From an optimization exercise on the open Yosys and OpenROAD flow, aimed at small area and a short achievable clock period; shortcuts taken in it are not production practice. Function was checked by simulation only, so behaviour that the tests miss may differ from the original. Power figures rest on the tool's default switching activity, not on a simulated workload.

## flow/design.v

```verilog
module exec_alu #(
    parameter XLEN = 32
) (
    input  wire [2:0]      op,
    input  wire [XLEN-1:0] a,
    input  wire [XLEN-1:0] b,
    output reg  [XLEN-1:0] value,
    output reg             fault
);
    localparam [2:0] OP_ADD  = 3'd0;
    localparam [2:0] OP_SUB  = 3'd1;
    localparam [2:0] OP_MULU = 3'd2;
    localparam [2:0] OP_DIVU = 3'd3;
    localparam [2:0] OP_REMU = 3'd4;
    wire b_zero = (b == {XLEN{1'b0}});
    always @(*) begin
        value = {XLEN{1'b0}};
        fault = 1'b0;
        case (op)
            OP_ADD:  value = a + b;
            OP_SUB:  value = a - b;
            OP_MULU: value = a * b;
            OP_DIVU: begin
                if (b_zero) fault = 1'b1;
                else        value = a / b;
            end
            OP_REMU: begin
                if (b_zero) fault = 1'b1;
                else        value = a % b;
            end
            default: ;
        endcase
    end
endmodule
module execute_alu_forward_unit #(
    parameter XLEN  = 32,
    parameter PCW   = 32,
    parameter LANES = 2
) (
    input  wire                  clk,
    input  wire                  rst,
    input  wire [LANES-1:0]      iss_valid,
    input  wire [LANES*3-1:0]    iss_op,
    input  wire [LANES*XLEN-1:0] iss_a,
    input  wire [LANES*XLEN-1:0] iss_b,
    input  wire [LANES*6-1:0]    iss_dest,
    input  wire [LANES*PCW-1:0]  iss_pc,
    output wire [LANES-1:0]      res_valid,
    output wire [LANES*PCW-1:0]  res_pc,
    output wire [LANES*6-1:0]    res_dest,
    output wire [LANES*XLEN-1:0] res_value,
    output wire [LANES-1:0]      res_fault,
    output wire [LANES-1:0]      res_wakeup
);
    reg [LANES-1:0]      lat_valid;
    reg [LANES*3-1:0]    lat_op;
    reg [LANES*XLEN-1:0] lat_a;
    reg [LANES*XLEN-1:0] lat_b;
    reg [LANES*6-1:0]    lat_dest;
    reg [LANES*PCW-1:0]  lat_pc;
    always @(posedge clk) begin
        if (rst) begin
            lat_valid <= {LANES{1'b0}};
        end else begin
            lat_valid <= iss_valid;
        end
        lat_op   <= iss_op;
        lat_a    <= iss_a;
        lat_b    <= iss_b;
        lat_dest <= iss_dest;
        lat_pc   <= iss_pc;
    end
    genvar i;
    generate
        for (i = 0; i < LANES; i = i + 1) begin : lane
            wire [XLEN-1:0] value;
            wire            fault;
            exec_alu #(.XLEN(XLEN)) alu (
                .op   (lat_op[i*3 +: 3]),
                .a    (lat_a[i*XLEN +: XLEN]),
                .b    (lat_b[i*XLEN +: XLEN]),
                .value(value),
                .fault(fault)
            );
            assign res_valid[i]              = lat_valid[i];
            assign res_pc[i*PCW +: PCW]      = lat_pc[i*PCW +: PCW];
            assign res_dest[i*6 +: 6]        = lat_dest[i*6 +: 6];
            assign res_value[i*XLEN +: XLEN] = value;
            assign res_fault[i]              = lat_valid[i] & fault;
            assign res_wakeup[i]             = lat_valid[i] & ~fault;
        end
    endgenerate
endmodule
```

## flow/constraint.sdc

```tcl
create_clock -name core_clock -period 110.0 [get_ports {clk}]
set_input_delay 22.0000 -clock core_clock [delete_from_list [all_inputs] [get_ports {clk}]]
set_output_delay 22.0000 -clock core_clock [all_outputs]
set_load 0.01 [all_outputs]
```

## flow/run.sh

```bash
#!/bin/bash
# synth_recipe.tcl (not shown) runs the flow's synth.tcl, then flattens the netlist and writes it again
# the make line also repeats each setting of config.mk as NAME=value (left out here)
make -C /OpenROAD-flow-scripts/flow DESIGN_CONFIG=/design/flow/config.mk WORK_HOME=/design/flow/orfs CLKGATE_MAP_FILE= SYNTH_SCRIPT=/design/flow/synth_recipe.tcl finish
```

## flow/config.mk

```make
export PLATFORM = sky130hd
export DESIGN_NAME = execute_alu_forward_unit
export DESIGN_NICKNAME = execute_alu_forward_unit
export VERILOG_FILES = /design/flow/design.v
export SDC_FILE = /design/flow/constraint.sdc
export NUM_CORES = 4
export LEC_CHECK = 0
export CAP_MARGIN = 20
export CORE_MARGIN = 2
export CORE_UTILIZATION = 40
export SLEW_MARGIN = 20
```

==> impl_metrics.yaml <==
synth:
  yosys.area.top_type_share_pct: 17.4
  synth_fp_nets: 15800
  yosys-top-cells-count: "nand2_1, ha_1, inv_1"
  yosysMostFrequentCell: "nand2_1"
  synth_area_leader_cell: "ha_1"
  yosys_register_bits: 212
  async_reset_ff_share_pct: 0
  avgSynthCellArea_sq_um: 7.39
  synth_cell_type_count: 120
  synth_edf_count: 0
  yosysWarnings: 2
  ys.flop_type: "dfxtp_1"
  synth_area_leaders: "ha_1, fa_1, nand2_1"
  syn_inst: 13400
  synth_area_sq_um: 98800
  seq_area_frac_synth_pct: 4.30
floorplan:
  row_count: 182
  dieArea_sq_um: 251000
  core-area_sq_um: 246000
  die_height_um: 501
  die_w_um: 501
  initial_utilization_pct: 40.2
  pin_count: 360
global_routing:
  grt_pass1_vias: 102000
  grt_pass1_wl_mm: 677
  antenna_found_initial: 27
  grt_max_degree: 40
  grt_overflow: 0
  track_usage_pct: 35.9
critical_path:
  worstPathArrival_ns: 83.46
  cp-startpoint: "lat_b[55]$_DFF_P_"
  critPathKind: "register to output port"
  cp-end-kind: "output port"
  worstPathMaxFanout: 35
  cp_slowest_stage_delay_ns: 0.96
  critPathLaunchType: "register"
  worst_ep_required_time_ns: 88.00
  slowest_stage: "a221oi_1"
  critPathMostFrequentCell: "ha_1"
clocking:
  cts_root_buffer: "clkbuf_16"
  cts_hold_buf: 0
  clk_path_buf_depth: 3
  clk_pin_slew_worst_paths_ns: 0.09
  htreeDepth: 1
  cts_sinks: 212
  cts_inserted_buffers: 30
  cts_tree: "done"
sta:
  setup_violations: 0
  drv_slew: 0
  setup_slack_ns: 4.54
  fin_crit_sh_pct: 95.9
  hold_viol: 0
  fin_crit_ns: 105.46
  slew_headroom_pct: 21.1
  worst_pin_slew_ns: 1.18
  holdWs_ns: 21.68
  max_freq_ghz: 0.00948
drt:
  drc_errors: 0
  wirelength_mm: 464
  viasPerCell: 6.01
  first_pass_iters: 8
  vias: 106000
  drtIter0Drc: 10600
  wl_per_cell_um: 26.2
  postRouteAntennaNets: 0
power:
  clkPwrFrac_pct: 2.9
  vdd_drop_max_v: 0.000237
  p_leak_nw: 55.6
  power_density_nw_per_um2: 32.6
  internal-power_mw: 1.44
  pwr-share-comb_pct: 94.8
  power_switching_mw: 2.32
  sw_frac_of_total_pct: 61.8
  p_seq_share_pct: 2.3
placed_design:
  gp_congestion: 1.08
  pre_cts_ws_ns: 1.66
  hpwl_mm: 370
  io_buffer_count: 359
hold_path:
  min_path_type: "input pin to register"
  hp-start: "iss_dest[0]"
  hold_path_depth: 1
cells_and_area:
  drive_gt1_share_pct: 12.0
  layout.nets: 16900
  area_growth_pct: 16.7
flow_run:
  drv_cap: 0
run_status:
  status: "no timing/DRC/antenna violations"
==> metrics by stage <==
stage | instance area (sq um) | std cells | utilization (%) | power (mW) | TNS (ns)
after global routing | 115000 | 17700 | 46.9 | 4.01 | -0.138
after detailed placement | 114000 | 17600 | 46.3 | 3.50 | 0
final | 115000 | 17700 | 46.9 | 3.76 | 0
after floorplan | 98800 | 13400 | - | 2.17 | 0
after CTS | 115000 | 17700 | 46.7 | 3.63 | 0
after global placement | 114000 | 17600 | 46.3 | 3.50 | 0
==> cell families (layout without fill, tap and decap cells) <==
| family | Yosys count | count (layout) | synth area share, % |
|---|---|---|---|
| xor gates and xnor gates | 971 | 971 | 8.61 |
| DFF | 212 | 212 | 4.30 |
| AOI/OAI and AO/OA | 3286 | 3286 | 22.2 |
| other | 0 | 5 | 0 |
| muxes | 181 | 181 | 1.97 |
| adders and majority gates | 2194 | 2194 | 34.0 |
| buffers and inverters | 1876 | 2975 | 7.20 |
| and+or+nand+nor | 4656 | 4657 | 21.7 |
==> registers in the layout (all words and copies together) (netlist names) <==
| signal | flops |
|---|---|
| lat_a | 64 |
| lat_b | 64 |
| lat_pc | 64 |
| lat_dest | 12 |
| lat_op | 6 |
| lat_valid | 2 |
==> layer usage <==
metal | vias to the layer above | wire length, um | global-route usage [%]
met1 | 50900 | 185000 | 46.0
met2 | 5390 | 196000 | 55.7
met5 | - | 255 | 0
li1 | 48700 | - | -
met3 | 1378 | 45400 | 6.76
met4 | 30 | 36500 | 21.9
==> critical path, delay by kind of cell (launching register included) <==
kind            cells  cell delay [ns]
compound gates    157            42.81
fa+ha+maj          31            10.13
buf+inv            19             4.48
flops               1             0.53
mux                 6             2.29
simple gates       89            22.28
==> cell usage in the layout, fill, tap and decap left out, types with 286 or more instances in the layout <==
| cell type | instances |
|---|---|
| a21o_1 | 348 |
| ha_1 | 1374 |
| clkdlybuf4s50_1 | 359 |
| xnor2_1 | 615 |
| buf_4 | 1205 |
| inv_1 | 1325 |
| o21ai_0 | 514 |
| xor2_1 | 356 |
| nand3_1 | 286 |
| fa_1 | 820 |
| a21oi_1 | 850 |
| nand2_1 | 1730 |
| nor3_1 | 331 |
| nor2_1 | 1167 |
==> what timing repair did <==
| item | CTS | global route |
|---|---|---|
| setup buffers | 0 | 3 |
| setup endpoints to repair | 0 | 64 |
| resized for setup | 0 | 119 |
==> layout make-up <==
class	count	area, sq um
flip-flops and latches	212	4250
clock inverters	18	246
fillers	25000	130000
diodes	5	12.5
repair buffers	1573	12800
inverters	1350	5070
clock buffers	34	776
well taps	3220	4030
multi-input cells	11300	88100
==> power groups by stage <==
stage	logic [mW]	clock network [mW]	registers, mW
after floorplan	2.09	0	0.0861
after global placement	3.42	0	0.0870
after detailed placement	3.41	0	0.0870
after CTS	3.43	0.113	0.0853
after global routing	3.81	0.114	0.0856
final	3.56	0.110	0.0855
==> path summary, 6_finish.rpt <==
kind	end	slack, ns
worst min-delay path	lat_dest[0]$_DFF_P_	21.68
worst max-delay path	res_value[56]	4.54

-- port drivers added, routing unchanged --
Ports are ideal in the flow. The routed layout listed here was re-timed in OpenROAD.
Step 1, drivers: a clkbuf_16 drives clk and a buf_2 each remaining input, both assumed.
Step 2 also shifts input and output timing later by t, the mid clock arrival at the registers, as if the neighbouring blocks saw the same clock.
a / b / c = no drivers / after step 1 / after step 2; a / b = the first two.
t, ns: 0.799
setup slack, ns: 4.544 / 4.467 / 5.266
hold slack, ns: 21.676 / 21.621 / 22.420
clock arrival spread, ns: 0.071 / 0.072
After both steps this run still meets setup and hold. For this run, drivers alone change the setup slack by -0.077 ns; drivers and shift together by +0.722 ns.
